This design comes from an exercise in tuning for small area, a short achievable clock period and few clock cycles per item on the open sky130 flow, not from production work.
Function was checked by simulation only, so behaviour that the tests miss may differ from the original.
Power figures rest on the tool's default switching activity, not on a simulated workload.

--- flow/config.mk ---
export PLATFORM = sky130hd
export DESIGN_NAME = linkcore_dp
export DESIGN_NICKNAME = linkcore_dp
export VERILOG_FILES = /design/flow/design.v
export SDC_FILE = /design/flow/constraint.sdc
export NUM_CORES = 4
export LEC_CHECK = 0
export CAP_MARGIN = 20
export CORE_MARGIN = 2
export CORE_UTILIZATION = 60
export SETUP_SLACK_MARGIN = 5
export SLEW_MARGIN = 20
export TNS_END_PERCENT = 0
--- flow/constraint.sdc ---
create_clock -name core_clock -period 10.0 [get_ports {clk}]
set_input_delay 2.0000 -clock core_clock [delete_from_list [all_inputs] [get_ports {clk}]]
set_output_delay 2.0000 -clock core_clock [all_outputs]
set_load 0.01 [all_outputs]
--- flow/design.v ---
module linkcore_dp (
    input  wire        clk,
    input  wire        rst,         
    input  wire        op_valid,
    output wire        op_ready,
    input  wire [7:0]  op_code,
    input  wire [31:0] op_a,
    input  wire [31:0] op_b,
    output reg         res_valid,
    output reg         res_err,
    output wire [31:0] res_data,
    output wire [31:0] key,
    output wire [31:0] csum,
    output wire [31:0] localkey,
    output wire [31:0] remotekey,
    output wire [31:0] err
);
    localparam [31:0] CSUM_SEED      = 32'h0000_15A0;
    localparam [31:0] MASK_OFS_NEG   = 32'hFE00_0000;   
    localparam [31:0] MASK_CONST     = 32'h2079_6220;
    localparam [31:0] REMOTE_KEY_XOR = 32'h6F64_6573;
    localparam [31:0] KDF_C0         = 32'h4B61_7761;
    localparam [31:0] KDF_C1         = 32'h7365_646F;
    reg [31:0] key_r, nk_r, csum_r, rkey_r, mr_r;
    reg [31:0] lk_r;     
    reg        lk_w;     
    reg        eb4, eb6, eb8;    
    reg [1:0]  ecode;    
    reg        pend;     
    reg        s_csum, s_lk, s_rk, s_key, s_mr;    
    function [31:0] kdf_fn(input [31:0] w);
        reg [14:0] n;
        reg [6:0]  s;
        reg [31:0] v;
        begin
            n = {w[17:9] - 9'd1, w[8:3]};
            s = n[13:7] + 7'd56 + {6'd0, n[14]};
            v = {1'b1, s, 1'b1, 6'b011100, n[14], 1'b1, n[13:7], 1'b1, n[6:0]};
            kdf_fn = {v[7:0], v[15:8], v[23:16], v[31:24]} ^ (n[8] ? KDF_C1 : KDF_C0);
        end
    endfunction
    wire [31:0] lk_view;
    genvar gi;
    generate
        for (gi = 0; gi < 32; gi = gi + 1) begin : g_lk
            if (gi == 7 || gi == 10 || gi == 11 || gi == 14 || gi == 15 || gi == 23 || gi == 31)
                assign lk_view[gi] = lk_w;
            else if (gi == 13)
                assign lk_view[gi] = 1'b0;
            else if (gi == 12)
                assign lk_view[gi] = lk_r[17];
            else if (gi == 9)
                assign lk_view[gi] = lk_w & ~lk_r[17];
            else
                assign lk_view[gi] = lk_r[gi];
        end
    endgenerate
    assign op_ready  = ~pend;
    assign key       = key_r;
    assign csum      = csum_r;
    assign localkey  = lk_view;
    assign remotekey = rkey_r;
    assign err       = {8'd0, 4'd0, ecode == 2'd3, ecode == 2'd1 || ecode == 2'd2,
                        ecode == 2'd2, ecode != 2'd0, 6'd0,
                        1'b0, eb8, 1'b0, eb6, 1'b0, eb4, 4'd0};
    assign res_data  = ({32{s_csum}} & csum_r) | ({32{s_lk}} & lk_view)
                     | ({32{s_rk}} & rkey_r) | ({32{s_key}} & key_r)
                     | ({32{s_mr}} & mr_r);
    wire       go       = op_valid & ~pend;
    wire [3:0] opc      = op_code[3:0];
    wire       hz       = (op_code[7:4] == 4'h0);
    wire       win_small    = (op_a[31:9] == 23'd0);       
    wire       mis      = (op_a[1:0] != 2'b00);
    wire       e_init   = go & hz & (opc == 4'h1);
    wire       e_fold   = go & hz & (opc == 4'h2);
    wire       e_final  = go & hz & (opc == 4'h3);
    wire       e_kdf    = go & hz & (opc == 4'h4) & ~win_small;
    wire       e_kdfer  = go & hz & (opc == 4'h4) & win_small;
    wire       e_rkey   = go & hz & (opc == 4'h5);
    wire       e_kseed  = go & hz & (opc == 4'h6);
    wire       e_kadv   = go & hz & (opc == 4'h7);
    wire       e_mask   = go & hz & (opc == 4'h8);
    wire       e_crypt  = go & hz & (opc == 4'h9);
    wire       e_payw   = go & hz & (opc == 4'hB) & ~mis;
    wire       e_payer  = go & hz & (opc == 4'hB) & mis;
    wire       e_seal   = go & hz & (opc == 4'hC);
    wire       e_resv   = go & (~hz | (opc == 4'hA) | (opc == 4'hD) | (opc == 4'hE) | (opc == 4'hF));
    wire       e_adv    = e_kadv | e_crypt | e_payw | e_seal;
    wire       e_ok     = go & ~e_resv & ~e_kdfer & ~e_payer & (op_code[3:0] != 4'h0);
    wire [31:0] m_out;
    lc_adv u_adv (.x(nk_r), .y(m_out));
    wire [15:0] fold_res;
    lc_fold u_fold (.x(csum_r ^ (op_code[3] ? op_b : op_a)), .y(fold_res));
    wire [31:0] or_csum = csum_r | {op_a[15:0], 16'd0};
    wire [31:0] nm_a    = MASK_OFS_NEG - op_a;    
    wire [31:0] nm_b    = MASK_OFS_NEG - op_b;
    wire [31:0] kmask   = (opc == 4'h8) ? key_r : nk_r;
    wire [31:0] crypt_r = op_b ^ nm_a ^ MASK_CONST ^ kmask;
    wire [31:0] seal_r  = or_csum ^ nm_b ^ MASK_CONST ^ kmask;
    wire [31:0] kd      = kdf_fn(op_a);
    always @(posedge clk) begin
        if (e_mask | e_crypt | e_payw)
            mr_r <= crypt_r;
        else if (e_seal)
            mr_r <= seal_r;
    end
    always @(posedge clk) begin
        if (rst) begin
            key_r     <= 32'd0;
            nk_r      <= 32'd1;       
            pend      <= 1'b0;
            csum_r    <= CSUM_SEED;
            lk_r      <= 32'd0;
            lk_w      <= 1'b0;
            rkey_r    <= 32'd0;
            eb4       <= 1'b0;
            eb6       <= 1'b0;
            eb8       <= 1'b0;
            ecode     <= 2'd0;
            s_csum    <= 1'b0;
            s_lk      <= 1'b1;       
            s_rk      <= 1'b0;
            s_key     <= 1'b0;
            s_mr      <= 1'b0;
            res_valid <= 1'b0;
            res_err   <= 1'b0;
        end else begin
            res_valid <= go;
            res_err   <= e_resv | e_kdfer | e_payer;
            pend      <= e_kseed;
            if (e_adv)
                key_r <= nk_r;
            else if (e_kseed)
                key_r <= rkey_r;
            if (e_kseed)
                nk_r <= rkey_r;
            else if (pend | e_adv)
                nk_r <= m_out;
            if (e_init)
                csum_r <= CSUM_SEED;
            else if (e_fold | e_payw)
                csum_r <= {16'd0, fold_res};
            else if (e_final | e_seal)
                csum_r <= or_csum;
            if (e_kdf) begin
                lk_r <= kd;
                lk_w <= 1'b1;
            end
            if (e_rkey)
                rkey_r <= op_a ^ REMOTE_KEY_XOR;
            if (e_kdfer) begin eb4 <= 1'b1; ecode <= 2'd1; end
            if (e_resv)  begin eb6 <= 1'b1; ecode <= 2'd2; end
            if (e_payer) begin eb8 <= 1'b1; ecode <= 2'd3; end
            if (e_ok) begin
                s_csum <= e_init | e_fold | e_final;
                s_lk   <= e_kdf;
                s_rk   <= e_rkey;
                s_key  <= e_kseed | e_kadv;
                s_mr   <= e_mask | e_crypt | e_payw | e_seal;
            end
        end
    end
endmodule
module lc_adv (input wire [31:0] x, output wire [31:0] y);
    wire t1 = 1'b1 ^ ~x[2] ^ ~x[0];
    wire t2 = (1'b1 & ~x[2]) | (~x[0] & (1'b1 ^ ~x[2]));
    wire t3 = ~x[3] ^ ~x[1] ^ t2;
    wire t4 = (~x[3] & ~x[1]) | (t2 & (~x[3] ^ ~x[1]));
    wire t5 = ~x[4] ^ ~x[2] ^ x[0];
    wire t6 = (~x[4] & ~x[2]) | (x[0] & (~x[4] ^ ~x[2]));
    wire t7 = ~x[5] ^ ~x[3] ^ x[1];
    wire t8 = (~x[5] & ~x[3]) | (x[1] & (~x[5] ^ ~x[3]));
    wire t9 = ~x[6] ^ ~x[4] ^ x[2];
    wire t10 = (~x[6] & ~x[4]) | (x[2] & (~x[6] ^ ~x[4]));
    wire t11 = x[0] ^ t8 ^ t9;
    wire t12 = (x[0] & t8) | (t9 & (x[0] ^ t8));
    wire t13 = ~x[7] ^ ~x[5] ^ x[3];
    wire t14 = (~x[7] & ~x[5]) | (x[3] & (~x[7] ^ ~x[5]));
    wire t15 = x[1] ^ t10 ^ t13;
    wire t16 = (x[1] & t10) | (t13 & (x[1] ^ t10));
    wire t17 = ~x[8] ^ ~x[6] ^ x[4];
    wire t18 = (~x[8] & ~x[6]) | (x[4] & (~x[8] ^ ~x[6]));
    wire t19 = x[2] ^ x[0] ^ t14;
    wire t20 = (x[2] & x[0]) | (t14 & (x[2] ^ x[0]));
    wire t21 = t17 ^ t16 ^ t19;
    wire t22 = (t17 & t16) | (t19 & (t17 ^ t16));
    wire t23 = ~x[9] ^ ~x[7] ^ x[5];
    wire t24 = (~x[9] & ~x[7]) | (x[5] & (~x[9] ^ ~x[7]));
    wire t25 = x[3] ^ x[1] ^ t18;
    wire t26 = (x[3] & x[1]) | (t18 & (x[3] ^ x[1]));
    wire t27 = t23 ^ t20 ^ t25;
    wire t28 = (t23 & t20) | (t25 & (t23 ^ t20));
    wire t29 = ~x[10] ^ ~x[8] ^ x[6];
    wire t30 = (~x[10] & ~x[8]) | (x[6] & (~x[10] ^ ~x[8]));
    wire t31 = x[4] ^ x[2] ^ t24;
    wire t32 = (x[4] & x[2]) | (t24 & (x[4] ^ x[2]));
    wire t33 = t29 ^ t26 ^ t31;
    wire t34 = (t29 & t26) | (t31 & (t29 ^ t26));
    wire t35 = ~x[11] ^ ~x[9] ^ x[7];
    wire t36 = (~x[11] & ~x[9]) | (x[7] & (~x[11] ^ ~x[9]));
    wire t37 = x[5] ^ x[3] ^ t30;
    wire t38 = (x[5] & x[3]) | (t30 & (x[5] ^ x[3]));
    wire t39 = t35 ^ t32 ^ t37;
    wire t40 = (t35 & t32) | (t37 & (t35 ^ t32));
    wire t41 = ~x[12] ^ ~x[10] ^ x[8];
    wire t42 = (~x[12] & ~x[10]) | (x[8] & (~x[12] ^ ~x[10]));
    wire t43 = x[6] ^ x[4] ^ t36;
    wire t44 = (x[6] & x[4]) | (t36 & (x[6] ^ x[4]));
    wire t45 = t41 ^ t38 ^ t43;
    wire t46 = (t41 & t38) | (t43 & (t41 ^ t38));
    wire t47 = 1'b1 ^ ~x[13] ^ ~x[11];
    wire t48 = (1'b1 & ~x[13]) | (~x[11] & (1'b1 ^ ~x[13]));
    wire t49 = x[9] ^ x[7] ^ x[5];
    wire t50 = (x[9] & x[7]) | (x[5] & (x[9] ^ x[7]));
    wire t51 = ~x[0] ^ t42 ^ t47;
    wire t52 = (~x[0] & t42) | (t47 & (~x[0] ^ t42));
    wire t53 = t49 ^ t44 ^ t51;
    wire t54 = (t49 & t44) | (t51 & (t49 ^ t44));
    wire t55 = ~x[14] ^ ~x[12] ^ x[10];
    wire t56 = (~x[14] & ~x[12]) | (x[10] & (~x[14] ^ ~x[12]));
    wire t57 = x[8] ^ x[6] ^ ~x[1];
    wire t58 = (x[8] & x[6]) | (~x[1] & (x[8] ^ x[6]));
    wire t59 = t48 ^ t50 ^ t55;
    wire t60 = (t48 & t50) | (t55 & (t48 ^ t50));
    wire t61 = t57 ^ t52 ^ t59;
    wire t62 = (t57 & t52) | (t59 & (t57 ^ t52));
    wire t63 = 1'b1 ^ ~x[15] ^ ~x[13];
    wire t64 = (1'b1 & ~x[15]) | (~x[13] & (1'b1 ^ ~x[15]));
    wire t65 = x[11] ^ x[9] ^ x[7];
    wire t66 = (x[11] & x[9]) | (x[7] & (x[11] ^ x[9]));
    wire t67 = ~x[2] ^ ~x[0] ^ t56;
    wire t68 = (~x[2] & ~x[0]) | (t56 & (~x[2] ^ ~x[0]));
    wire t69 = t58 ^ t63 ^ t65;
    wire t70 = (t58 & t63) | (t65 & (t58 ^ t63));
    wire t71 = t60 ^ t67 ^ t69;
    wire t72 = (t60 & t67) | (t69 & (t60 ^ t67));
    wire t73 = ~x[16] ^ ~x[14] ^ x[12];
    wire t74 = (~x[16] & ~x[14]) | (x[12] & (~x[16] ^ ~x[14]));
    wire t75 = x[10] ^ x[8] ^ ~x[3];
    wire t76 = (x[10] & x[8]) | (~x[3] & (x[10] ^ x[8]));
    wire t77 = ~x[1] ^ t64 ^ t66;
    wire t78 = (~x[1] & t64) | (t66 & (~x[1] ^ t64));
    wire t79 = t73 ^ t75 ^ t68;
    wire t80 = (t73 & t75) | (t68 & (t73 ^ t75));
    wire t81 = t70 ^ t77 ^ t79;
    wire t82 = (t70 & t77) | (t79 & (t70 ^ t77));
    wire t83 = ~x[17] ^ ~x[15] ^ x[13];
    wire t84 = (~x[17] & ~x[15]) | (x[13] & (~x[17] ^ ~x[15]));
    wire t85 = x[11] ^ x[9] ^ ~x[4];
    wire t86 = (x[11] & x[9]) | (~x[4] & (x[11] ^ x[9]));
    wire t87 = ~x[2] ^ t74 ^ t76;
    wire t88 = (~x[2] & t74) | (t76 & (~x[2] ^ t74));
    wire t89 = t83 ^ t85 ^ t78;
    wire t90 = (t83 & t85) | (t78 & (t83 ^ t85));
    wire t91 = t87 ^ t80 ^ t89;
    wire t92 = (t87 & t80) | (t89 & (t87 ^ t80));
    wire t93 = ~x[18] ^ ~x[16] ^ x[14];
    wire t94 = (~x[18] & ~x[16]) | (x[14] & (~x[18] ^ ~x[16]));
    wire t95 = x[12] ^ x[10] ^ ~x[5];
    wire t96 = (x[12] & x[10]) | (~x[5] & (x[12] ^ x[10]));
    wire t97 = ~x[3] ^ t84 ^ t86;
    wire t98 = (~x[3] & t84) | (t86 & (~x[3] ^ t84));
    wire t99 = t93 ^ t95 ^ t88;
    wire t100 = (t93 & t95) | (t88 & (t93 ^ t95));
    wire t101 = t97 ^ t90 ^ t99;
    wire t102 = (t97 & t90) | (t99 & (t97 ^ t90));
    wire t103 = 1'b1 ^ ~x[19] ^ ~x[17];
    wire t104 = (1'b1 & ~x[19]) | (~x[17] & (1'b1 ^ ~x[19]));
    wire t105 = x[15] ^ x[13] ^ x[11];
    wire t106 = (x[15] & x[13]) | (x[11] & (x[15] ^ x[13]));
    wire t107 = ~x[6] ^ ~x[4] ^ ~x[0];
    wire t108 = (~x[6] & ~x[4]) | (~x[0] & (~x[6] ^ ~x[4]));
    wire t109 = t94 ^ t96 ^ t103;
    wire t110 = (t94 & t96) | (t103 & (t94 ^ t96));
    wire t111 = t105 ^ t107 ^ t98;
    wire t112 = (t105 & t107) | (t98 & (t105 ^ t107));
    wire t113 = t109 ^ t100 ^ t111;
    wire t114 = (t109 & t100) | (t111 & (t109 ^ t100));
    wire t115 = ~x[20] ^ ~x[18] ^ x[16];
    wire t116 = (~x[20] & ~x[18]) | (x[16] & (~x[20] ^ ~x[18]));
    wire t117 = x[14] ^ x[12] ^ ~x[7];
    wire t118 = (x[14] & x[12]) | (~x[7] & (x[14] ^ x[12]));
    wire t119 = ~x[5] ^ ~x[1] ^ t104;
    wire t120 = (~x[5] & ~x[1]) | (t104 & (~x[5] ^ ~x[1]));
    wire t121 = t106 ^ t108 ^ t115;
    wire t122 = (t106 & t108) | (t115 & (t106 ^ t108));
    wire t123 = t117 ^ t110 ^ t119;
    wire t124 = (t117 & t110) | (t119 & (t117 ^ t110));
    wire t125 = t121 ^ t112 ^ t123;
    wire t126 = (t121 & t112) | (t123 & (t121 ^ t112));
    wire t127 = ~x[21] ^ ~x[19] ^ x[17];
    wire t128 = (~x[21] & ~x[19]) | (x[17] & (~x[21] ^ ~x[19]));
    wire t129 = x[15] ^ x[13] ^ ~x[8];
    wire t130 = (x[15] & x[13]) | (~x[8] & (x[15] ^ x[13]));
    wire t131 = ~x[6] ^ ~x[2] ^ t116;
    wire t132 = (~x[6] & ~x[2]) | (t116 & (~x[6] ^ ~x[2]));
    wire t133 = t118 ^ t127 ^ t129;
    wire t134 = (t118 & t127) | (t129 & (t118 ^ t127));
    wire t135 = t120 ^ t122 ^ t131;
    wire t136 = (t120 & t122) | (t131 & (t120 ^ t122));
    wire t137 = t133 ^ t124 ^ t135;
    wire t138 = (t133 & t124) | (t135 & (t133 ^ t124));
    wire t139 = ~x[22] ^ ~x[20] ^ x[18];
    wire t140 = (~x[22] & ~x[20]) | (x[18] & (~x[22] ^ ~x[20]));
    wire t141 = x[16] ^ x[14] ^ ~x[9];
    wire t142 = (x[16] & x[14]) | (~x[9] & (x[16] ^ x[14]));
    wire t143 = ~x[7] ^ ~x[3] ^ t128;
    wire t144 = (~x[7] & ~x[3]) | (t128 & (~x[7] ^ ~x[3]));
    wire t145 = t130 ^ t139 ^ t141;
    wire t146 = (t130 & t139) | (t141 & (t130 ^ t139));
    wire t147 = t132 ^ t134 ^ t143;
    wire t148 = (t132 & t134) | (t143 & (t132 ^ t134));
    wire t149 = t145 ^ t136 ^ t147;
    wire t150 = (t145 & t136) | (t147 & (t145 ^ t136));
    wire t151 = 1'b1 ^ ~x[23] ^ ~x[21];
    wire t152 = (1'b1 & ~x[23]) | (~x[21] & (1'b1 ^ ~x[23]));
    wire t153 = x[19] ^ x[17] ^ x[15];
    wire t154 = (x[19] & x[17]) | (x[15] & (x[19] ^ x[17]));
    wire t155 = ~x[10] ^ ~x[8] ^ ~x[4];
    wire t156 = (~x[10] & ~x[8]) | (~x[4] & (~x[10] ^ ~x[8]));
    wire t157 = ~x[0] ^ t140 ^ t142;
    wire t158 = (~x[0] & t140) | (t142 & (~x[0] ^ t140));
    wire t159 = t151 ^ t153 ^ t155;
    wire t160 = (t151 & t153) | (t155 & (t151 ^ t153));
    wire t161 = t144 ^ t146 ^ t157;
    wire t162 = (t144 & t146) | (t157 & (t144 ^ t146));
    wire t163 = t159 ^ t148 ^ t161;
    wire t164 = (t159 & t148) | (t161 & (t159 ^ t148));
    wire t165 = ~x[24] ^ ~x[22] ^ x[20];
    wire t166 = (~x[24] & ~x[22]) | (x[20] & (~x[24] ^ ~x[22]));
    wire t167 = x[18] ^ x[16] ^ ~x[11];
    wire t168 = (x[18] & x[16]) | (~x[11] & (x[18] ^ x[16]));
    wire t169 = ~x[9] ^ ~x[5] ^ ~x[1];
    wire t170 = (~x[9] & ~x[5]) | (~x[1] & (~x[9] ^ ~x[5]));
    wire t171 = t152 ^ t154 ^ t156;
    wire t172 = (t152 & t154) | (t156 & (t152 ^ t154));
    wire t173 = t165 ^ t167 ^ t169;
    wire t174 = (t165 & t167) | (t169 & (t165 ^ t167));
    wire t175 = t158 ^ t160 ^ t171;
    wire t176 = (t158 & t160) | (t171 & (t158 ^ t160));
    wire t177 = t173 ^ t162 ^ t175;
    wire t178 = (t173 & t162) | (t175 & (t173 ^ t162));
    wire t179 = ~x[25] ^ ~x[23] ^ x[21];
    wire t180 = (~x[25] & ~x[23]) | (x[21] & (~x[25] ^ ~x[23]));
    wire t181 = x[19] ^ x[17] ^ ~x[12];
    wire t182 = (x[19] & x[17]) | (~x[12] & (x[19] ^ x[17]));
    wire t183 = ~x[10] ^ ~x[6] ^ ~x[2];
    wire t184 = (~x[10] & ~x[6]) | (~x[2] & (~x[10] ^ ~x[6]));
    wire t185 = x[0] ^ t166 ^ t168;
    wire t186 = (x[0] & t166) | (t168 & (x[0] ^ t166));
    wire t187 = t170 ^ t179 ^ t181;
    wire t188 = (t170 & t179) | (t181 & (t170 ^ t179));
    wire t189 = t183 ^ t172 ^ t174;
    wire t190 = (t183 & t172) | (t174 & (t183 ^ t172));
    wire t191 = t185 ^ t187 ^ t176;
    wire t192 = (t185 & t187) | (t176 & (t185 ^ t187));
    wire t193 = t189 ^ t178 ^ t191;
    wire t194 = (t189 & t178) | (t191 & (t189 ^ t178));
    wire t195 = ~x[26] ^ ~x[24] ^ x[22];
    wire t196 = (~x[26] & ~x[24]) | (x[22] & (~x[26] ^ ~x[24]));
    wire t197 = x[20] ^ x[18] ^ ~x[13];
    wire t198 = (x[20] & x[18]) | (~x[13] & (x[20] ^ x[18]));
    wire t199 = ~x[11] ^ ~x[7] ^ ~x[3];
    wire t200 = (~x[11] & ~x[7]) | (~x[3] & (~x[11] ^ ~x[7]));
    wire t201 = x[1] ^ t180 ^ t182;
    wire t202 = (x[1] & t180) | (t182 & (x[1] ^ t180));
    wire t203 = t184 ^ t195 ^ t197;
    wire t204 = (t184 & t195) | (t197 & (t184 ^ t195));
    wire t205 = t199 ^ t186 ^ t188;
    wire t206 = (t199 & t186) | (t188 & (t199 ^ t186));
    wire t207 = t201 ^ t203 ^ t190;
    wire t208 = (t201 & t203) | (t190 & (t201 ^ t203));
    wire t209 = t205 ^ t192 ^ t207;
    wire t210 = (t205 & t192) | (t207 & (t205 ^ t192));
    wire t211 = ~x[27] ^ ~x[25] ^ x[23];
    wire t212 = (~x[27] & ~x[25]) | (x[23] & (~x[27] ^ ~x[25]));
    wire t213 = x[21] ^ x[19] ^ ~x[14];
    wire t214 = (x[21] & x[19]) | (~x[14] & (x[21] ^ x[19]));
    wire t215 = ~x[12] ^ ~x[8] ^ ~x[4];
    wire t216 = (~x[12] & ~x[8]) | (~x[4] & (~x[12] ^ ~x[8]));
    wire t217 = x[2] ^ t196 ^ t198;
    wire t218 = (x[2] & t196) | (t198 & (x[2] ^ t196));
    wire t219 = t200 ^ t211 ^ t213;
    wire t220 = (t200 & t211) | (t213 & (t200 ^ t211));
    wire t221 = t215 ^ t202 ^ t204;
    wire t222 = (t215 & t202) | (t204 & (t215 ^ t202));
    wire t223 = t217 ^ t219 ^ t206;
    wire t224 = (t217 & t219) | (t206 & (t217 ^ t219));
    wire t225 = t221 ^ t208 ^ t223;
    wire t226 = (t221 & t208) | (t223 & (t221 ^ t208));
    wire t227 = ~x[28] ^ ~x[26] ^ x[24];
    wire t228 = (~x[28] & ~x[26]) | (x[24] & (~x[28] ^ ~x[26]));
    wire t229 = x[22] ^ x[20] ^ ~x[15];
    wire t230 = (x[22] & x[20]) | (~x[15] & (x[22] ^ x[20]));
    wire t231 = ~x[13] ^ ~x[9] ^ ~x[5];
    wire t232 = (~x[13] & ~x[9]) | (~x[5] & (~x[13] ^ ~x[9]));
    wire t233 = x[3] ^ t212 ^ t214;
    wire t234 = (x[3] & t212) | (t214 & (x[3] ^ t212));
    wire t235 = t216 ^ t227 ^ t229;
    wire t236 = (t216 & t227) | (t229 & (t216 ^ t227));
    wire t237 = t231 ^ t218 ^ t220;
    wire t238 = (t231 & t218) | (t220 & (t231 ^ t218));
    wire t239 = t233 ^ t235 ^ t222;
    wire t240 = (t233 & t235) | (t222 & (t233 ^ t235));
    wire t241 = t237 ^ t224 ^ t239;
    wire t242 = (t237 & t224) | (t239 & (t237 ^ t224));
    wire t243 = 1'b1 ^ ~x[29] ^ ~x[27];
    wire t244 = (1'b1 & ~x[29]) | (~x[27] & (1'b1 ^ ~x[29]));
    wire t245 = x[25] ^ x[23] ^ x[21];
    wire t246 = (x[25] & x[23]) | (x[21] & (x[25] ^ x[23]));
    wire t247 = ~x[16] ^ ~x[14] ^ ~x[10];
    wire t248 = (~x[16] & ~x[14]) | (~x[10] & (~x[16] ^ ~x[14]));
    wire t249 = ~x[6] ^ x[4] ^ ~x[0];
    wire t250 = (~x[6] & x[4]) | (~x[0] & (~x[6] ^ x[4]));
    wire t251 = t228 ^ t230 ^ t232;
    wire t252 = (t228 & t230) | (t232 & (t228 ^ t230));
    wire t253 = t243 ^ t245 ^ t247;
    wire t254 = (t243 & t245) | (t247 & (t243 ^ t245));
    wire t255 = t249 ^ t234 ^ t236;
    wire t256 = (t249 & t234) | (t236 & (t249 ^ t234));
    wire t257 = t251 ^ t253 ^ t238;
    wire t258 = (t251 & t253) | (t238 & (t251 ^ t253));
    wire t259 = t255 ^ t240 ^ t257;
    wire t260 = (t255 & t240) | (t257 & (t255 ^ t240));
    wire t261 = ~x[30] ^ ~x[28] ^ x[26];
    wire t262 = (~x[30] & ~x[28]) | (x[26] & (~x[30] ^ ~x[28]));
    wire t263 = x[24] ^ x[22] ^ ~x[17];
    wire t264 = (x[24] & x[22]) | (~x[17] & (x[24] ^ x[22]));
    wire t265 = ~x[15] ^ ~x[11] ^ ~x[7];
    wire t266 = (~x[15] & ~x[11]) | (~x[7] & (~x[15] ^ ~x[11]));
    wire t267 = x[5] ^ ~x[1] ^ t244;
    wire t268 = (x[5] & ~x[1]) | (t244 & (x[5] ^ ~x[1]));
    wire t269 = t246 ^ t248 ^ t250;
    wire t270 = (t246 & t248) | (t250 & (t246 ^ t248));
    wire t271 = t261 ^ t263 ^ t265;
    wire t272 = (t261 & t263) | (t265 & (t261 ^ t263));
    wire t273 = t252 ^ t254 ^ t267;
    wire t274 = (t252 & t254) | (t267 & (t252 ^ t254));
    wire t275 = t269 ^ t271 ^ t256;
    wire t276 = (t269 & t271) | (t256 & (t269 ^ t271));
    wire t277 = t273 ^ t258 ^ t275;
    wire t278 = (t273 & t258) | (t275 & (t273 ^ t258));
    wire t279 = ~x[31] ^ ~x[29] ^ x[27];
    wire t280 = (~x[31] & ~x[29]) | (x[27] & (~x[31] ^ ~x[29]));
    wire t281 = x[25] ^ x[23] ^ ~x[18];
    wire t282 = (x[25] & x[23]) | (~x[18] & (x[25] ^ x[23]));
    wire t283 = ~x[16] ^ ~x[12] ^ ~x[8];
    wire t284 = (~x[16] & ~x[12]) | (~x[8] & (~x[16] ^ ~x[12]));
    wire t285 = x[6] ^ ~x[2] ^ x[0];
    wire t286 = (x[6] & ~x[2]) | (x[0] & (x[6] ^ ~x[2]));
    wire t287 = t262 ^ t264 ^ t266;
    wire t288 = (t262 & t264) | (t266 & (t262 ^ t264));
    wire t289 = t279 ^ t281 ^ t283;
    wire t290 = (t279 & t281) | (t283 & (t279 ^ t281));
    wire t291 = t285 ^ t268 ^ t270;
    wire t292 = (t285 & t268) | (t270 & (t285 ^ t268));
    wire t293 = t272 ^ t287 ^ t289;
    wire t294 = (t272 & t287) | (t289 & (t272 ^ t287));
    wire t295 = t274 ^ t291 ^ t293;
    wire t296 = (t274 & t291) | (t293 & (t274 ^ t291));
    wire t297 = t276 ^ t295 ^ t278;
    wire t298 = (t276 & t295) | (t278 & (t276 ^ t295));
    wire [31:0] ra = {t297, t260, t242, t226, t210, t194, t193, t164, t150, t138, t126, t114, t102, t92, t82, t72, t62, t54, t46, t40, t34, t28, t22, t21, t12, t11, t6, t5, t3, t1, 1'b1, ~x[0]};
    wire [31:0] rb = {1'b0, t277, t259, t241, t225, t209, 1'b0, t177, t163, t149, t137, t125, t113, t101, t91, t81, t71, t61, t53, t45, t39, t33, t27, 1'b0, t15, 1'b0, t7, t4, 1'b0, 1'b0, ~x[1], 1'b0};
    assign y = ra + rb;
endmodule
module lc_fold (input wire [31:0] x, output wire [15:0] y);
    assign y[0] = ^(x & 32'hFCA93E9E);
    assign y[1] = ^(x & 32'h05FB43A2);
    assign y[2] = ^(x & 32'h0BF68744);
    assign y[3] = ^(x & 32'h17ED0E89);
    assign y[4] = ^(x & 32'h2FDA1D12);
    assign y[5] = ^(x & 32'h5FB43A25);
    assign y[6] = ^(x & 32'hBF68744A);
    assign y[7] = ^(x & 32'h8279D60A);
    assign y[8] = ^(x & 32'hF85A928B);
    assign y[9] = ^(x & 32'h0C1C1B89);
    assign y[10] = ^(x & 32'h18383713);
    assign y[11] = ^(x & 32'h30706E27);
    assign y[12] = ^(x & 32'h60E0DC4E);
    assign y[13] = ^(x & 32'hC1C1B89C);
    assign y[14] = ^(x & 32'h7F2A4FA7);
    assign y[15] = ^(x & 32'hFE549F4F);
endmodule
--- flow/flow/run.sh ---
#!/bin/bash
# The standard layout (standard.sh), with two changes to how it is made:
# the port buffers use the smallest plain buffer cell instead of the
# delay-buffer cell buffer_ports picks by default, and repair_timing aims
# at a larger setup margin than config.mk may ask for. The clock period and
# the constraints are the standard flow's, unchanged.
set -euo pipefail
MARGIN=8.5
sed "s/SETUP_SLACK_MARGIN=[0-9.]*/SETUP_SLACK_MARGIN=${MARGIN}/" standard.sh > standard_m.sh
export BUFFER_PORTS_ARGS="-buffer_cell sky130_fd_sc_hd__buf_1"
bash standard_m.sh > standard.log 2>&1
--- flow/standard.sh ---
#!/bin/bash
# synth_recipe.tcl (not shown) runs the flow's synth.tcl, then flattens the netlist and writes it again
# the make line also repeats each setting of config.mk as NAME=value (left out here)
make -C /OpenROAD-flow-scripts/flow DESIGN_CONFIG=/design/flow/config.mk WORK_HOME=/design/flow/orfs CLKGATE_MAP_FILE= SYNTH_SCRIPT=/design/flow/synth_recipe.tcl "${@:-finish}"
==> results_dict.tcl, run 1 <==
set metrics [dict create \
    area_delta_synth_final_pct 14.4 \
    ant_nets 0 \
    initial_utilization_pct 61.4 \
    clk_latency_ns 0.45 \
    finalMaxSlewViolations 0 \
    cp_slowest_cell "fa_1" \
    synthDistinctLibCells 66 \
    crit_fanout 3 \
    nNetsFinal 2457 \
    whs_ns 0.453 \
    irDropWorstVdd_v 0.000119 \
    seq_area_frac_synth_pct 24.0 \
    worstHoldPathCells 2 \
    route.detailed.drc 0 \
    cts_tree "yes" \
    crit_required_ns 10.33 \
    dieArea_um2 30900 \
    path_cells "clkinvlp_4 > buf_4 > fa_2 > fa_2 > fa_1 > inv_1 > fa_1 > fa_1 > inv_2 > ha_4 > nand4_1 > a21oi_1 > a211o_1 > a31oi_4 > xnor2_1 > o21ai_0" \
    fillers 2398 \
    port_buffers 243 \
    clk_pin_slew_ns 0.09 \
    first_pass_iters 8 \
    drt_wl_total_mm 65.9 \
    fin_crit_sh_pct 43.0 \
    fin_crit_ns 4.30 \
    yosys_warnings 1 \
    die_w_um 176 \
    cp-end-kind "flip-flop" \
    drive_above_1_share_pct 12.5 \
    htreeDepth 4 \
    synth_area_um2 17700 \
    fin_skew_ns 0.0180 \
    finalSetupViolCount 0 \
    grt_pass1_wl_mm 97.7 \
    crit_type "flip-flop to flip-flop" \
    ys_ff_latch 196 \
    max_freq_mhz 232 \
    p_leak_uw 0.00749 \
    final_common_cell "buf_1" \
    io_pins 270 \
    core-area_um2 28900 \
    fin_setup_tns_ns 0 \
    reg2reg_depth 16 \
    avgSynthCellArea_um2 8.81 \
    final_cell_mix "238 x buf_1, 227 x xnor2_1, 183 x nand2_1" \
    tightest_slew_ns 1.08 \
    power.density_nw_per_um2 119 \
    synthFlopType "dfxtp_1" \
    wl_per_cell_um 25.3 \
    hold_buffers 0 \
    first_iter_violations 2226 \
    cp_common_cell "fa_1" \
    clock_path_buffers 2 \
    antenna_found_initial 1 \
    hold_viol_final 0 \
    root_buffer "clkbuf_16" \
    first_global_vias 15900 \
    globalRouteOverflowTotal 0 \
    synth_edf_count 32 \
    die_y_um 176 \
    core.rowCount 62 \
    grt_start_max_net_pins 73 \
    maxCapViolations 0 \
    vias 16600 \
    cp_slowest_stage_delay_ns 0.60 \
    cts_inserted_buffers 17 \
    cp-start-kind "flip-flop" \
    status "timing/DRC/antenna clean" \
    worst_hold_path_type "flip-flop to flip-flop" \
    slew_headroom_pct 27.9 \
    synth-async-reset-ratio_pct 0 \
    routabilityCongestion 1.00 \
    syn-instance-count 2009 \
    track_usage_pct 42.5 \
    rsz0062_at_grt "true" \
    viasPerCell 6.38 \
    crit_arrival_ns 4.64 \
    dpl.hpwl_mm 49.7 \
    clkSinkCount 196 \
]
==> cells in the mapped netlist (3+ instances only) <==
cell type,instances,share of area (%)
inv_1,178,3.8
or2_2,6,0.21
buf_6,3,0.19
a222oi_1,43,2.4
buf_2,7,0.20
a21oi_1,125,3.5
nand4_1,9,0.32
a21o_1,15,0.64
edfxtp_1,32,5.4
xnor2_2,17,1.6
xnor2_1,232,11
a211oi_1,39,1.7
o21ai_0,39,1.1
a221oi_1,9,0.45
fa_1,133,15
mux2i_1,66,3.7
o21ai_1,3,0.085
nand2_1,187,4.0
buf_4,53,2.2
and3_1,20,0.71
nand2b_1,4,0.14
dfxtp_1,164,19
xor2_2,4,0.37
clkbuf_1,90,1.9
ha_1,45,3.2
or3_1,16,0.57
a31oi_1,13,0.46
nor2_1,142,3.0
o211ai_1,10,0.42
nor4_1,20,0.71
o31ai_1,5,0.21
nor3_1,29,0.82
a311oi_1,8,0.40
xor2_1,92,4.6
nor2b_1,13,0.46
nand3_1,34,0.96
a211o_1,3,0.15
a22oi_1,54,2.3
buf_1,5,0.11
and2_1,8,0.28
==> logic make-up (layout without fill, tap and decap cells) <==
kind of cell,Yosys count,in the layout,synth area share [%]
and+or+nand+nor,501,501,12.8
buffers and inverters,338,521,8.57
other,1,27,0.0212
DFF,196,196,24.0
AOI/OAI and AO/OA,382,382,14.6
adders and majority gates,178,178,18.2
xor gates and xnor gates,346,346,18.1
muxes,67,67,3.81
==> critical path: cells and delay by family (launching register included) <==
| kind | cells | cell delay, ns |
|---|---|---|
| adder cells (fa/ha/maj) | 6 | 2.47 |
| AO/OA/AOI/OAI | 4 | 0.61 |
| buffers and inverters | 4 | 0.47 |
| flip-flops | 1 | 0.38 |
| XOR/XNOR | 1 | 0.13 |
| AND/OR/NAND/NOR | 1 | 0.12 |
==> area by class of cell <==
class	count	area, um^2	area share [%]
antenna	1	2.50	0.0124
clock buffer	17	425	2.10
clock inverter	15	145	0.717
inverter	178	692	3.42
multi-input combinational	1500	12700	62.7
sequential	196	4340	21.4
tap	384	480	2.37
timing repair buffer	311	1460	7.22
==> what timing repair did <==
| item | in CTS | in global routing |
|---|---|---|
| pin swaps | 31 | 20 |
| cloned | 0 | 0 |
| endpoints found under the setup margin | 397 | 397 |
| resized for setup | 119 | 22 |
| buffers inserted | 35 | 6 |
==> state kept, by name (all words and copies together) (netlist names), 2 cells and up <==
| signal | flops |
|---|---|
| nk_r | 32 |
| key_r | 32 |
| lk_r | 23 |
| csum_r | 32 |
| mr_r | 32 |
| rkey_r | 32 |
| ecode | 2 |
==> final timing paths <==
path	startpoint	to	slack, ns
max	nk_r[8]$_SDFFE_PP0P_	nk_r[31]$_SDFFE_PP0P_	5.70
min	eb8$_SDFFE_PP0P_	eb8$_SDFFE_PP0P_	0.45
max reg2reg	nk_r[8]$_SDFFE_PP0P_	nk_r[31]$_SDFFE_PP0P_	5.70
min reg2reg	eb8$_SDFFE_PP0P_	eb8$_SDFFE_PP0P_	0.45
==> power by group <==
part	total [uW]	switching, uW	internal (uW)
Sequential	805	5.38	800
Combinational	906	517	389
Clock	695	362	332
Total	2410	885	1520
==> per-stage QoR <==
| step | instance area [um^2] | setup slack (ns) | instances | utilization (%) | power (uW) |
|---|---|---|---|---|---|
| floorplan | 18000 | 5.96 | 2034 | - | 1430 |
| global placement | 18700 | 4.82 | 2528 | 64.9 | 1610 |
| detailed placement | 18700 | 4.74 | 2528 | 64.9 | 1630 |
| CTS | 20100 | 5.82 | 2595 | 69.7 | 2370 |
| global route | 20200 | 5.58 | 2601 | 70.2 | 2490 |
| finish | 20300 | 5.70 | 2602 | 70.2 | 2410 |
==> layer usage <==
| layer | vias up | global-route usage [%] | share of wire (%) |
|---|---|---|---|
| li1 | 7120 | - | - |
| met1 | 8045 | 57.0 | 39 |
| met2 | 1214 | 65.4 | 44 |
| met3 | 217 | 10.2 | 12 |
| met4 | 0 | 19.5 | 5.0 |
| met5 | - | 0 | 0 |
Testbench counts, summed over its fixed seeds: cycles 2,669, ops 2,637.
==> run 2, diff against run 1 <==
--- a/flow/flow/run.sh
+++ b/flow/flow/run.sh
@@ -6,5 +6,5 @@
 # the constraints are the standard flow's, unchanged.
 set -euo pipefail
-MARGIN=8.5
+MARGIN=7
 sed "s/SETUP_SLACK_MARGIN=[0-9.]*/SETUP_SLACK_MARGIN=${MARGIN}/" standard.sh > standard_m.sh
 export BUFFER_PORTS_ARGS="-buffer_cell sky130_fd_sc_hd__buf_1"
--- a/flow/config.mk
+++ b/flow/config.mk
@@ -6,8 +6,8 @@
 export NUM_CORES = 4
 export LEC_CHECK = 0
-export CAP_MARGIN = 20
+export CAP_MARGIN = 0
 export CORE_MARGIN = 2
 export CORE_UTILIZATION = 60
 export SETUP_SLACK_MARGIN = 5
-export SLEW_MARGIN = 20
+export SLEW_MARGIN = 0
 export TNS_END_PERCENT = 0
==> results_dict.tcl, run 2 <==
set metrics [dict create \
    drive_above_1_share_pct 12.5 \
    track_usage_pct 42.5 \
    finalMaxSlewViolations 0 \
    cts_tree "yes" \
    grt_pass1_wl_mm 97.7 \
    irDropWorstVdd_v 0.000119 \
    synthDistinctLibCells 66 \
    drt_wl_total_mm 65.9 \
    first_global_vias 15900 \
    die_y_um 176 \
    synth_compound_area_share_pct 14.6 \
    initial_utilization_pct 61.4 \
    first_pass_iters 8 \
    synthFlopType "dfxtp_1" \
    fin_setup_tns_ns 0 \
    p_leak_uw 0.00749 \
    path_cells "clkinvlp_4 > buf_4 > fa_2 > fa_2 > fa_1 > inv_1 > fa_1 > fa_1 > inv_2 > ha_4 > nand4_1 > a21oi_1 > a211o_1 > a31oi_4 > xnor2_1 > o21ai_0" \
    hold_end "eb8$_SDFFE_PP0P_" \
    grt_start_max_net_pins 73 \
    synthMuxAreaShare_pct 3.81 \
    core.rowCount 62 \
    synthTopCellsByCount "232 x xnor2_1, 187 x nand2_1, 178 x inv_1, 164 x dfxtp_1, 142 x nor2_1" \
    io_pins 270 \
    crit_fanout 3 \
    port_buffers 243 \
    yosys_warnings 1 \
    fin_cells 2602 \
    die_w_um 176 \
    syn-instance-count 2009 \
    synth_area_um2 17700 \
    seq_area_frac_synth_pct 24.0 \
    crit_required_ns 10.33 \
    cp_slowest_stage_delay_ns 0.60 \
    avgSynthCellArea_um2 8.81 \
    synth.area.top_cells "dfxtp_1 19%, fa_1 15%, xnor2_1 11%" \
    fin_skew_ns 0.0180 \
    dieArea_um2 30900 \
    status "timing/DRC/antenna clean" \
    slew_headroom_pct 27.9 \
    worstHoldPathCells 2 \
    power.density_nw_per_um2 119 \
    synth_most_common_cell "xnor2_1" \
    wl_per_cell_um 25.3 \
    synth_top_family_by_area "adder cells" \
    r2r-end "nk_r[31]$_SDFFE_PP0P_" \
    ys_ff_latch 196 \
    clk_latency_ns 0.45 \
    clk_pin_slew_ns 0.09 \
    hold_buffers 0 \
    final_common_cell "buf_1" \
    worst_hold_path_type "flip-flop to flip-flop" \
    holdCritStartpoint "eb8$_SDFFE_PP0P_" \
    root_buffer "clkbuf_16" \
    synth_edf_count 32 \
    cp-end-kind "flip-flop" \
    nNetsFinal 2457 \
    fin_crit_sh_pct 43.0 \
    reg2reg_depth 16 \
    routabilityCongestion 1.00 \
    cp_slowest_cell "fa_1" \
    cp_common_cell "fa_1" \
    antenna_found_initial 1 \
    route.detailed.drc 0 \
    regToRegSetupSlack_ns 5.70 \
    vias 16600 \
    finalSetupViolCount 0 \
    synth-async-reset-ratio_pct 0 \
    crit_type "flip-flop to flip-flop" \
    core-area_um2 28900 \
    yosysTopAreaCell "dfxtp_1" \
    yosys.area_share.adder_pct 18.2 \
    synth_top_area_share_pct 18.5 \
    cts_inserted_buffers 17 \
    globalRouteOverflowTotal 0 \
    clock_path_buffers 2 \
    crit_arrival_ns 4.64 \
    r2r-start "nk_r[8]$_SDFFE_PP0P_" \
    maxCapViolations 0 \
    htreeDepth 4 \
    cp-start-kind "flip-flop" \
    synth_xor_area_share_pct 18.1 \
    tightest_slew_ns 1.08 \
    ant_nets 0 \
    clkSinkCount 196 \
    rsz0062_at_grt "true" \
    viasPerCell 6.38 \
    dpl.hpwl_mm 49.7 \
    dp.cells 2528 \
    final_cell_mix "238 x buf_1, 227 x xnor2_1, 183 x nand2_1" \
    max_freq_mhz 232 \
    hold_viol_final 0 \
    first_iter_violations 2226 \
    fin_crit_ns 4.30 \
    area_delta_synth_final_pct 14.4 \
    synthSimpleGateAreaFrac_pct 12.8 \
]
-- run 2: cell counts after synthesis --
Identical to the previous run, type by type.
-- run 2: repair_timing --
item	CTS	global route
pin swaps	31	20
resized for setup	119	22
gates cloned	0	0
buffers inserted	35	6
setup endpoints to repair	386	389
-- run 2: worst max-delay path, delay by kind of cell (launching register included) --
family / cells / cell delay (ns)
adders and majority gates: 6 / 2.47
AOI/OAI and AO/OA: 4 / 0.61
buffers and inverters: 4 / 0.47
DFF: 1 / 0.38
xor gates and xnor gates: 1 / 0.13
and+or+nand+nor: 1 / 0.12
-- run 2: cell families after synthesis --
logic type / Yosys count
XOR/XNOR: 346
flip-flops: 196
other: 1
buffers and inverters: 338
multiplexers: 67
AO/OA/AOI/OAI: 382
AND/OR/NAND/NOR: 501
adder cells (fa/ha/maj): 178
-- run 2: how the worst max path moves through the flow --
| stage | start | endpoint | slack (ns) | cells past startpoint |
|---|---|---|---|---|
| 6_report | nk_r[8]$_SDFFE_PP0P_ | nk_r[31]$_SDFFE_PP0P_ | 5.70 | 16 |
| 2_1_floorplan | op_b[4] | mr_r[24]$_DFFE_PP_ | 5.96 | 9 |
| 5_1_grt | nk_r[6]$_SDFFE_PP0P_ | nk_r[19]$_SDFFE_PP0P_ | 5.58 | 14 |
| 3_5_place_dp | op_code[1] | nk_r[18]$_SDFFE_PP0P_ | 4.74 | 9 |
| 4_1_cts | nk_r[20]$_SDFFE_PP0P_ | nk_r[30]$_SDFFE_PP0P_ | 5.82 | 17 |
| 3_3_place_gp | op_code[1] | nk_r[18]$_SDFFE_PP0P_ | 4.82 | 9 |
-- run 2: through the flow --
stage / util [%] / cell area (um^2) / hold WS (ns) / total power [uW] / worst slack, ns
after floorplan: - / 18000 / 0.426 / 1430 / 5.96
after global routing: 70.2 / 20200 / 0.488 / 2490 / 5.58
final: 70.2 / 20300 / 0.453 / 2410 / 5.70
after detailed placement: 64.9 / 18700 / 0.442 / 1630 / 4.74
after global placement: 64.9 / 18700 / 0.434 / 1610 / 4.82
after CTS: 69.7 / 20100 / 0.453 / 2370 / 5.82
-- run 2: where the power goes --
| part | internal, uW | switching (uW) | leakage, uW |
|---|---|---|---|
| clock | 332 | 362 | 0.000280 |
| sequential | 800 | 5.38 | 0.00163 |
| combinational | 389 | 517 | 0.00558 |
| total | 1520 | 885 | 0.00749 |
-- run 2: layout make-up --
class	instances	area, um^2
antenna	1	2.50
clock buffer	17	425
clock inverter	15	145
fill	2398	8610
inverter	178	692
multi-input combinational	1500	12700
sequential	196	4340
tap	384	480
timing repair buffer	311	1460
-- run 2: routing by layer --
layer,wire length (um),share of wire (%),GRT usage (%)
met1,25500,39,57.0
met3,7870,12,10.2
met4,3280,5.0,19.5
met5,0,0,0
met2,29300,44,65.4
==> run 3, diff against run 2 <==
--- a/flow/config.mk
+++ b/flow/config.mk
@@ -6,8 +6,8 @@
 export NUM_CORES = 4
 export LEC_CHECK = 0
-export CAP_MARGIN = 0
+export CAP_MARGIN = 20
 export CORE_MARGIN = 2
 export CORE_UTILIZATION = 60
 export SETUP_SLACK_MARGIN = 5
-export SLEW_MARGIN = 0
-export TNS_END_PERCENT = 0
+export SLEW_MARGIN = 20
+export TNS_END_PERCENT = 40
==> results_dict.tcl, run 3 <==
set metrics [dict create \
    synth_area_um2 17700 \
    ys_ff_latch 196 \
    routabilityCongestion 0.990 \
    cts_inserted_buffers 17 \
    yosys_warnings 1 \
    worst_endpoint "nk_r[31]$_SDFFE_PP0P_/D" \
    port_buffers 243 \
    initial_utilization_pct 61.4 \
    grt_start_max_net_pins 70 \
    firstError "[ERROR GRT-0232] Routing congestion too high. Check the congestion heatmap in the GUI." \
    hold_buffers 0 \
    stop_stage "5_1_grt" \
    seq_area_frac_synth_pct 24.0 \
    die_w_um 176 \
    dpl.hpwl_mm 50.9 \
    synth_top_area_share_pct 18.5 \
    synthFlopType "dfxtp_1" \
    synthDistinctLibCells 66 \
    dp_worst_setup_slack_ns 5.09 \
    io_pins 270 \
    globalRouteOverflowTotal 1877 \
    worstEndpointType "register data pin" \
    track_usage_pct 99.9 \
    synthTopCellsByCount "232 x xnor2_1, 187 x nand2_1, 178 x inv_1, 164 x dfxtp_1, 142 x nor2_1" \
    synth.area.top_cells "dfxtp_1 19%, fa_1 15%, xnor2_1 11%" \
    status "stopped before the end" \
    yosysTopAreaCell "dfxtp_1" \
    core.rowCount 62 \
    synth_edf_count 32 \
    avgSynthCellArea_um2 8.81 \
    clkSinkCount 196 \
    die_y_um 176 \
    post_dp_cell_area_um2 19400 \
    htreeDepth 4 \
    synth_most_common_cell "xnor2_1" \
    root_buffer "clkbuf_16" \
    syn-instance-count 2009 \
    synth-async-reset-ratio_pct 0 \
    clock_path_buffers 2 \
]
==> run 3: power by group through the flow <==
stage               sequential (uW)  clock, uW  combinational (uW)
floorplan                       825          0                 662
global placement                827          0                 832
detailed placement              827          0                 838
CTS                             804        741                1110
==> run 3: worst max path at each step <==
stage | endpoint | slack [ns] | depth (start not counted)
after CTS | nk_r[31]$_SDFFE_PP0P_ | 5.80 | 15
after detailed placement | csum_r[5]$_SDFFE_PP1P_ | 5.09 | 10
after global placement | csum_r[15]$_SDFFE_PP0P_ | 5.09 | 10
after floorplan | nk_r[31]$_SDFFE_PP0P_ | 5.97 | 15
==> run 3: cell families after synthesis <==
family | synth area share (%)
other | 0.0212
xor gates and xnor gates | 18.1
adders and majority gates | 18.2
buffers and inverters | 8.57
AOI/OAI and AO/OA | 14.6
muxes | 3.81
and+or+nand+nor | 12.8
DFF | 24.0
==> run 3: per-stage QoR <==
| stage | std cells | util [%] | power, uW |
|---|---|---|---|
| 4_1_cts | 2805 | 87.1 | 2660 |
| 3_5_place_dp | 2519 | 67.3 | 1670 |
| 3_3_place_gp | 2519 | 67.3 | 1660 |
| 2_1_floorplan | 2034 | - | 1490 |
==> run 3: per-layer routing <==
layer,global-route usage [%],GRT overflow
met4,108,471
met2,118,1179
met3,85.9,94
met5,71.3,20
met1,93.0,113
==> run 3: repair_timing <==
action                     in CTS
setup endpoints to repair     385
setup buffers                 222
pin swaps                     289
gates resized for setup       594
gates cloned                   32
==> run 4, diff against run 3 <==
--- a/flow/config.mk
+++ b/flow/config.mk
@@ -9,5 +9,6 @@
 export CORE_MARGIN = 2
 export CORE_UTILIZATION = 60
+export GPL_TIMING_DRIVEN = 0
 export SETUP_SLACK_MARGIN = 5
 export SLEW_MARGIN = 20
-export TNS_END_PERCENT = 40
+export TNS_END_PERCENT = 0
==> results_dict.tcl, run 4 <==
set metrics [dict create \
    status "timing/DRC/antenna clean" \
    clk_latency_ns 0.46 \
    clock_path_buffers 2 \
    finalMaxSlewViolations 0 \
    synth_most_common_cell "xnor2_1" \
    clk_pin_slew_ns 0.09 \
    dpl.hpwl_mm 56.2 \
    root_buffer "clkbuf_16" \
    fin_skew_ns 0.0208 \
    irDropWorstVdd_v 0.0000814 \
    tightest_slew_ns 0.982 \
    avgSynthCellArea_um2 8.81 \
    core-area_um2 28900 \
    seq_area_frac_synth_pct 24.0 \
    viasPerCell 6.47 \
    rsz0062_at_grt "true" \
    synthTopCellsByCount "232 x xnor2_1, 187 x nand2_1, 178 x inv_1, 164 x dfxtp_1, 142 x nor2_1" \
    power.density_nw_per_um2 116 \
    initial_utilization_pct 61.4 \
    vias 17600 \
    max_freq_mhz 229 \
    antenna_found_initial 1 \
    slew_headroom_pct 34.3 \
    final_common_cell "xnor2_1" \
    yosys_warnings 1 \
    clkSinkCount 196 \
    grt_start_max_net_pins 21 \
    synth-async-reset-ratio_pct 0 \
    nNetsFinal 2572 \
    yosysTopAreaCell "dfxtp_1" \
    crit_fanout 10 \
    port_buffers 225 \
    crit_arrival_ns 2.37 \
    drive_above_1_share_pct 13.4 \
    first_global_vias 16700 \
    cts_inserted_buffers 17 \
    core.rowCount 62 \
    wl_per_cell_um 26.2 \
    fin_crit_sh_pct 43.7 \
    synthFlopType "dfxtp_1" \
    syn-instance-count 2009 \
    die_w_um 176 \
    hold_viol_final 0 \
    drt_wl_total_mm 71.2 \
    p_leak_uw 0.00783 \
    routabilityCongestion 1.05 \
    utilization_pct 72.0 \
    cp-start-kind "flip-flop" \
    grt_pass1_wl_mm 104 \
    synth_edf_count 32 \
    io_pins 270 \
    die_y_um 176 \
    cts_tree "yes" \
    fin_setup_tns_ns 0 \
    final_cell_mix "229 x xnor2_1, 225 x buf_1, 185 x nand2_1" \
    crit_type "flip-flop to primary output" \
    area_delta_synth_final_pct 17.3 \
    synth.area.top_cells "dfxtp_1 19%, fa_1 15%, xnor2_1 11%" \
    power_uw 2410 \
    finalSetupViolCount 0 \
    regToRegSetupSlack_ns 5.64 \
    first_iter_violations 2773 \
    fillers 2352 \
    ys_ff_latch 196 \
    route.detailed.drc 0 \
    antenna_cells 0 \
    synth_top_area_share_pct 18.5 \
    track_usage_pct 45.8 \
    cp-end-kind "primary output" \
    ant_nets 0 \
    crit_required_ns 8.00 \
    synthDistinctLibCells 66 \
    dieArea_um2 30900 \
    maxCapViolations 0 \
    htreeDepth 4 \
    first_pass_iters 11 \
    fin_crit_ns 4.37 \
    worst_hold_path_type "flip-flop to flip-flop" \
    globalRouteOverflowTotal 0 \
    synth_area_um2 17700 \
]
[run 4: cells by family (layout without fill, tap and decap cells)]
kind of cell | Yosys count | after routing | synth area share [%]
adders and majority gates | 178 | 178 | 18.2
xor gates and xnor gates | 346 | 346 | 18.1
other | 1 | 26 | 0.0212
and+or+nand+nor | 501 | 501 | 12.8
AOI/OAI and AO/OA | 382 | 382 | 14.6
DFF | 196 | 196 | 24.0
muxes | 67 | 67 | 3.81
buffers and inverters | 338 | 636 | 8.57
[run 4: worst paths after layout]
| path | start | end | cells past startpoint |
|---|---|---|---|
| setup / recovery | s_mr$_SDFFE_PP0P_ | res_data[14] | 5 |
| hold / removal | eb8$_SDFFE_PP0P_ | eb8$_SDFFE_PP0P_ | 2 |
| setup reg to reg | nk_r[16]$_SDFFE_PP0P_ | nk_r[30]$_SDFFE_PP0P_ | 16 |
| hold reg to reg | eb8$_SDFFE_PP0P_ | eb8$_SDFFE_PP0P_ | 2 |
[run 4: where the power goes]
part	switching (uW)	total [uW]	internal, uW
logic	508	895	387
clock network	373	709	336
registers	5.82	805	799
[run 4: worst max-delay path, cell delays in order, from the launching register on]
cell	delay [ns]
dfxtp_1	0.32
buf_1	0.36
clkbuf_1	0.63
a22oi_1	0.16
nand3_1	0.27
buf_1	0.19
[run 4: final cells by class]
class | count | area (um^2) | area share (%)
Sequential cell | 196 | 4340 | 20.9
Buffer | 160 | 876 | 4.22
Multi-Input combinational cell | 1500 | 12600 | 60.5
Inverter | 178 | 703 | 3.39
Timing Repair Buffer | 266 | 1220 | 5.87
Clock buffer | 17 | 425 | 2.05
Tap cell | 384 | 480 | 2.31
Clock inverter | 15 | 160 | 0.771
[run 4: metal layers]
layer	track usage [%]	share of wire, %	routed length [um]
met5	0	0.027	19
met1	63.2	38	27100
met2	66.0	41	29200
met3	13.4	15	10900
met4	21.7	5.7	4060
[run 4: timing repair]
| item | in CTS | in global routing |
|---|---|---|
| hold buffers | 0 | 0 |
| cloned | 0 | 0 |
| resized for setup | 124 | 27 |
| setup endpoints to repair | 389 | 395 |
| buffers inserted | 36 | 3 |
| pin swaps | 26 | 21 |
[run 4: through the flow]
step | hold WS, ns | cells | setup slack, ns | cell area, um^2
floorplan | 0.426 | 2034 | 5.96 | 18000
global placement | 0.439 | 2643 | 4.91 | 19300
detailed placement | 0.442 | 2645 | 4.88 | 19300
CTS | 0.455 | 2713 | 5.72 | 20600
global route | 0.472 | 2716 | 5.56 | 20800
finish | 0.465 | 2716 | 5.63 | 20800
==> run 5, diff against run 4 <==
--- a/flow/config.mk
+++ b/flow/config.mk
@@ -9,5 +9,4 @@
 export CORE_MARGIN = 2
 export CORE_UTILIZATION = 60
-export GPL_TIMING_DRIVEN = 0
 export SETUP_SLACK_MARGIN = 5
 export SLEW_MARGIN = 20
==> results_dict.tcl, run 5 <==
set metrics [dict create \
    crit_arrival_ns 4.64 \
    crit_buf_inv 4 \
    path_cells "clkinvlp_4 > buf_4 > fa_2 > fa_2 > fa_1 > inv_1 > fa_1 > fa_1 > inv_2 > ha_4 > nand4_1 > a21oi_1 > a211o_1 > a31oi_4 > xnor2_1 > o21ai_0" \
    first_iter_violations 2226 \
    vias 16600 \
    tightest_slew_ns 1.08 \
    first_global_vias 15900 \
    clk_pin_slew_ns 0.09 \
    htreeDepth 4 \
    grt_start_max_net_pins 73 \
    synth.area.top_cells "dfxtp_1 19%, fa_1 15%, xnor2_1 11%" \
    yosysTopAreaCell "dfxtp_1" \
    hold_viol_final 0 \
    track_usage_pct 42.5 \
    status "timing/DRC/antenna clean" \
    regArea_um2 4340 \
    port_buffers 243 \
    die_y_um 176 \
    cp_slowest_cell "fa_1" \
    drt_wl_total_mm 65.9 \
    final_area_um2 20300 \
    r2r-end "nk_r[31]$_SDFFE_PP0P_" \
    max_freq_mhz 232 \
    globalRouteOverflowTotal 0 \
    fin_skew_ns 0.0180 \
    fin_crit_ns 4.30 \
    avgSynthCellArea_um2 8.81 \
    wl_per_cell_um 25.3 \
    synthTopCellsByCount "232 x xnor2_1, 187 x nand2_1, 178 x inv_1, 164 x dfxtp_1, 142 x nor2_1" \
    nNetsFinal 2457 \
    seq_area_frac_synth_pct 24.0 \
    synthFlopType "dfxtp_1" \
    ant_nets 0 \
    antenna_found_initial 1 \
    synthDistinctLibCells 66 \
    regToRegSetupSlack_ns 5.70 \
    crit_type "flip-flop to flip-flop" \
    initial_utilization_pct 61.4 \
    drive_above_1_share_pct 12.5 \
    syn-instance-count 2009 \
    final_common_cell "buf_1" \
    root_buffer "clkbuf_16" \
    irDropWorstVdd_v 0.000119 \
    crit_required_ns 10.33 \
    cp_slowest_stage_delay_ns 0.60 \
    hold_end "eb8$_SDFFE_PP0P_" \
    multi_input_area_um2 12700 \
    io_pins 270 \
    cts_inserted_buffers 17 \
    post_dp_cell_area_um2 18700 \
    hold_buffers 0 \
    dpl.hpwl_mm 49.7 \
    p_leak_uw 0.00749 \
    r2r-start "nk_r[8]$_SDFFE_PP0P_" \
    area_delta_synth_final_pct 14.4 \
    first_pass_iters 8 \
    slew_headroom_pct 27.9 \
    crit_fanout 3 \
    maxCapViolations 0 \
    power.density_nw_per_um2 119 \
    core-area_um2 28900 \
    synth-async-reset-ratio_pct 0 \
    cp_common_cell "fa_1" \
    worst_hold_path_type "flip-flop to flip-flop" \
    synth_area_um2 17700 \
    power_uw 2410 \
    cts_tree "yes" \
    fillers 2398 \
    finalSetupViolCount 0 \
    fin_crit_sh_pct 43.0 \
    holdCritStartpoint "eb8$_SDFFE_PP0P_" \
    clk_latency_ns 0.45 \
    synth_edf_count 32 \
    fin_setup_tns_ns 0 \
    grt_pass1_wl_mm 97.7 \
    ys_ff_latch 196 \
    synth_most_common_cell "xnor2_1" \
    path_delay_family "adder cells" \
    finalMaxSlewViolations 0 \
    clock_path_buffers 2 \
    clkSinkCount 196 \
    die_w_um 176 \
    cp-end-kind "flip-flop" \
    yosys_warnings 1 \
    viasPerCell 6.38 \
    core.rowCount 62 \
    synth_top_area_share_pct 18.5 \
    worstHoldPathCells 2 \
    whs_ns 0.453 \
    final_cell_mix "238 x buf_1, 227 x xnor2_1, 183 x nand2_1" \
    route.detailed.drc 0 \
    rsz0062_at_grt "true" \
    cp-start-kind "flip-flop" \
    reg2reg_depth 16 \
    routabilityCongestion 1.00 \
    dieArea_um2 30900 \
]
## run 5: cell types whose count changed in the layout (fill, tap and decap cells not counted), sizes merged
cell and change:
clkbuf -90, buf -25, clkinvlp +2, clkinv -1, diode +1, inv -1
## run 5: logic make-up (layout without fill, tap and decap cells)
family,after synthesis,count (layout),synth area share (%)
compound gates,382,382,14.6
xor+xnor,346,346,18.1
fa+ha+maj,178,178,18.2
buf+inv,338,521,8.57
flops,196,196,24.0
mux,67,67,3.81
other cells,1,27,0.0212
simple gates,501,501,12.8
## run 5: how the worst max path moves through the flow
| stage | start | endpoint | cells past startpoint |
|---|---|---|---|
| finish | nk_r[8]$_SDFFE_PP0P_ | nk_r[31]$_SDFFE_PP0P_ | 16 |
| global route | nk_r[6]$_SDFFE_PP0P_ | nk_r[19]$_SDFFE_PP0P_ | 14 |
| CTS | nk_r[20]$_SDFFE_PP0P_ | nk_r[30]$_SDFFE_PP0P_ | 17 |
| detailed placement | op_code[1] | nk_r[18]$_SDFFE_PP0P_ | 9 |
| global placement | op_code[1] | nk_r[18]$_SDFFE_PP0P_ | 9 |
| floorplan | op_b[4] | mr_r[24]$_DFFE_PP_ | 9 |
## run 5: worst register-to-register path, delay by kind of cell (launching register included)
| family | cells | cell delay [ns] |
|---|---|---|
| adder cells (fa/ha/maj) | 6 | 2.47 |
| AO/OA/AOI/OAI | 4 | 0.61 |
| buffers and inverters | 4 | 0.47 |
| flip-flops | 1 | 0.38 |
| XOR/XNOR | 1 | 0.13 |
| AND/OR/NAND/NOR | 1 | 0.12 |
## run 5: power breakdown
part	switching (uW)	internal (uW)
Clock	362	332
Sequential	5.38	800
Combinational	517	389
Total	885	1520
## run 5: final cells by class
| cell class | count | share of cell area, % |
|---|---|---|
| Antenna cell | 1 | 0.0124 |
| Inverter | 178 | 3.42 |
| Clock inverter | 15 | 0.717 |
| Timing Repair Buffer | 311 | 7.22 |
| Clock buffer | 17 | 2.10 |
| Tap cell | 384 | 2.37 |
| Sequential cell | 196 | 21.4 |
| Multi-Input combinational cell | 1500 | 62.7 |
## run 5: stage by stage
stage	util, %	std cells	setup WS [ns]
floorplan	-	2034	5.96
global placement	64.9	2528	4.82
detailed placement	64.9	2528	4.74
CTS	69.7	2595	5.82
global route	70.2	2601	5.58
finish	70.2	2602	5.70
## run 5: what timing repair did
action                     CTS  global route
pin swaps                   31            20
setup buffers               35             6
setup endpoints to repair  386           389
resized for setup          119            22
## run 5: routing by layer
metal  vias up  wire length (um)  GRT usage [%]
met2      1214             29300           65.4
met3       217              7870           10.2
met1      8045             25500           57.0
met4         0              3280           19.5
li1       7120                 -              -
met5         -                 0              0
==> run 6, diff against run 5 <==
--- a/flow/config.mk
+++ b/flow/config.mk
@@ -8,5 +8,5 @@
 export CAP_MARGIN = 20
 export CORE_MARGIN = 2
-export CORE_UTILIZATION = 60
+export CORE_UTILIZATION = 55
 export SETUP_SLACK_MARGIN = 5
 export SLEW_MARGIN = 20
==> results_dict.tcl, run 6 <==
set metrics [dict create \
    crit_arrival_ns 4.57 \
    first_pass_iters 6 \
    ys_ff_latch 196 \
    grt_start_max_net_pins 80 \
    crit_required_ns 10.34 \
    syn-instance-count 2009 \
    cp-end-kind "flip-flop" \
    track_usage_pct 39.2 \
    final_cell_mix "237 x buf_1, 223 x xnor2_1, 183 x nand2_1" \
    cp_slowest_stage_delay_ns 0.60 \
    final_area_um2 20600 \
    irDropWorstVdd_v 0.000117 \
    status "timing/DRC/antenna clean" \
    p_leak_uw 0.00758 \
    cp_common_cell "fa_1" \
    reg2reg_depth 15 \
    drt_wl_total_mm 66.6 \
    cts_tree "yes" \
    cts_inserted_buffers 17 \
    holdCritStartpoint "eb8$_SDFFE_PP0P_" \
    htreeDepth 4 \
    rsz0062_at_grt "true" \
    crit_type "flip-flop to flip-flop" \
    path_cells "buf_4 > fa_1 > inv_1 > fa_2 > inv_2 > fa_1 > fa_1 > ha_4 > a21o_1 > a21o_4 > or3_4 > o21ai_4 > o21ai_1 > xnor2_1 > o21ai_1" \
    nNetsFinal 2470 \
    port_buffers 243 \
    vias 16400 \
    root_buffer "clkbuf_16" \
    synth_area_um2 17700 \
    die_y_um 183 \
    synth_edf_count 32 \
    fin_setup_tns_ns 0 \
    synthTopCellsByCount "232 x xnor2_1, 187 x nand2_1, 178 x inv_1, 164 x dfxtp_1, 142 x nor2_1" \
    clkSinkCount 196 \
    drive_above_1_share_pct 14.9 \
    seq_area_frac_synth_pct 24.0 \
    fin_skew_ns 0.0117 \
    power.density_nw_per_um2 118 \
    yosysTopAreaCell "dfxtp_1" \
    initial_utilization_pct 56.0 \
    first_global_vias 15700 \
    slew_headroom_pct 32.5 \
    path_delay_family "adder cells" \
    yosys_warnings 1 \
    dpl.hpwl_mm 50.6 \
    max_freq_mhz 236 \
    cp_slowest_cell "fa_1" \
    clock_path_buffers 2 \
    ant_nets 0 \
    hold_buffers 0 \
    fin_crit_sh_pct 42.3 \
    dieArea_um2 33600 \
    multi_input_area_um2 12900 \
    cp-start-kind "flip-flop" \
    r2r-start "nk_r[12]$_SDFFE_PP0P_" \
    viasPerCell 6.22 \
    synth_most_common_cell "xnor2_1" \
    antenna_found_initial 1 \
    worstHoldPathCells 2 \
    core.rowCount 65 \
    avgSynthCellArea_um2 8.81 \
    synthFlopType "dfxtp_1" \
    fin_crit_ns 4.23 \
    synth_top_area_share_pct 18.5 \
    clk_pin_slew_ns 0.08 \
    routabilityCongestion 1.01 \
    synth-async-reset-ratio_pct 0 \
    tightest_slew_ns 1.01 \
    io_pins 270 \
    hold_viol_final 0 \
    area_delta_synth_final_pct 16.5 \
]
==> run 6: cell counts after synthesis <==
Identical to the previous run, type by type.
==> run 6: how the worst max path moves through the flow <==
stage                          startpoint               endpoint  slack, ns  cells past startpoint
floorplan                         op_b[4]     mr_r[24]$_DFFE_PP_       5.96                      9
global placement               op_code[3]  nk_r[18]$_SDFFE_PP0P_       4.38                      8
detailed placement             op_code[3]  nk_r[18]$_SDFFE_PP0P_       4.28                      8
CTS                 nk_r[20]$_SDFFE_PP0P_  nk_r[30]$_SDFFE_PP0P_       5.69                     17
global route         nk_r[7]$_SDFFE_PP0P_  nk_r[30]$_SDFFE_PP0P_       5.65                     17
finish              nk_r[12]$_SDFFE_PP0P_  nk_r[29]$_SDFFE_PP0P_       5.77                     15
==> run 6: metal layers <==
| metal | GRT usage, % | up-vias | wire [um] |
|---|---|---|---|
| met5 | 0 | - | 0 |
| met3 | 6.62 | 175 | 6870 |
| li1 | - | 7150 | - |
| met2 | 60.7 | 1000 | 29400 |
| met4 | 15.4 | 0 | 2930 |
| met1 | 54.9 | 8055 | 27400 |
==> run 6: final cells by class <==
cell class	count	area share (%)
Antenna cell	1	0.0121
Clock buffer	21	2.34
Clock inverter	11	0.431
Inverter	178	3.38
Multi-Input combinational cell	1500	62.6
Sequential cell	196	21.0
Tap cell	402	2.44
Timing Repair Buffer	324	7.84
==> run 6: logic make-up (layout without fill, tap and decap cells) <==
group,Yosys count,after routing,synth area share (%)
simple gates,501,501,12.8
compound gates,382,382,14.6
xor+xnor,346,346,18.1
buf+inv,338,534,8.57
flops,196,196,24.0
fa+ha+maj,178,178,18.2
mux,67,67,3.81
other cells,1,27,0.0212
==> run 6: tightest hold or removal path: stages, from the launching register on <==
cell	delay (ns)
dfxtp_1	0.32
inv_1	0.05
a21oi_1	0.05
==> run 6: where the power goes <==
part / leakage [uW] / switching [uW] / internal (uW)
clock: 0.000286 / 336 / 353
combinational: 0.00566 / 528 / 414
sequential: 0.00163 / 5.45 / 800
==> run 6: timing repair <==
item,4_1_cts,5_1_grt
gates resized for setup,78,132
buffers inserted,31,25
setup endpoints to repair,391,391
pin swaps,16,72
==> run 6: through the flow <==
| stage | hold slack [ns] | total power [uW] | setup WS, ns | cells | util [%] |
|---|---|---|---|---|---|
| detailed placement | 0.447 | 1630 | 4.28 | 2544 | 59.3 |
| global route | 0.491 | 2530 | 5.65 | 2632 | 65.2 |
| CTS | 0.458 | 2340 | 5.69 | 2607 | 62.8 |
| global placement | 0.436 | 1620 | 4.38 | 2544 | 59.3 |
| floorplan | 0.426 | 1430 | 5.96 | 2034 | - |
| finish | 0.460 | 2440 | 5.77 | 2633 | 65.2 |
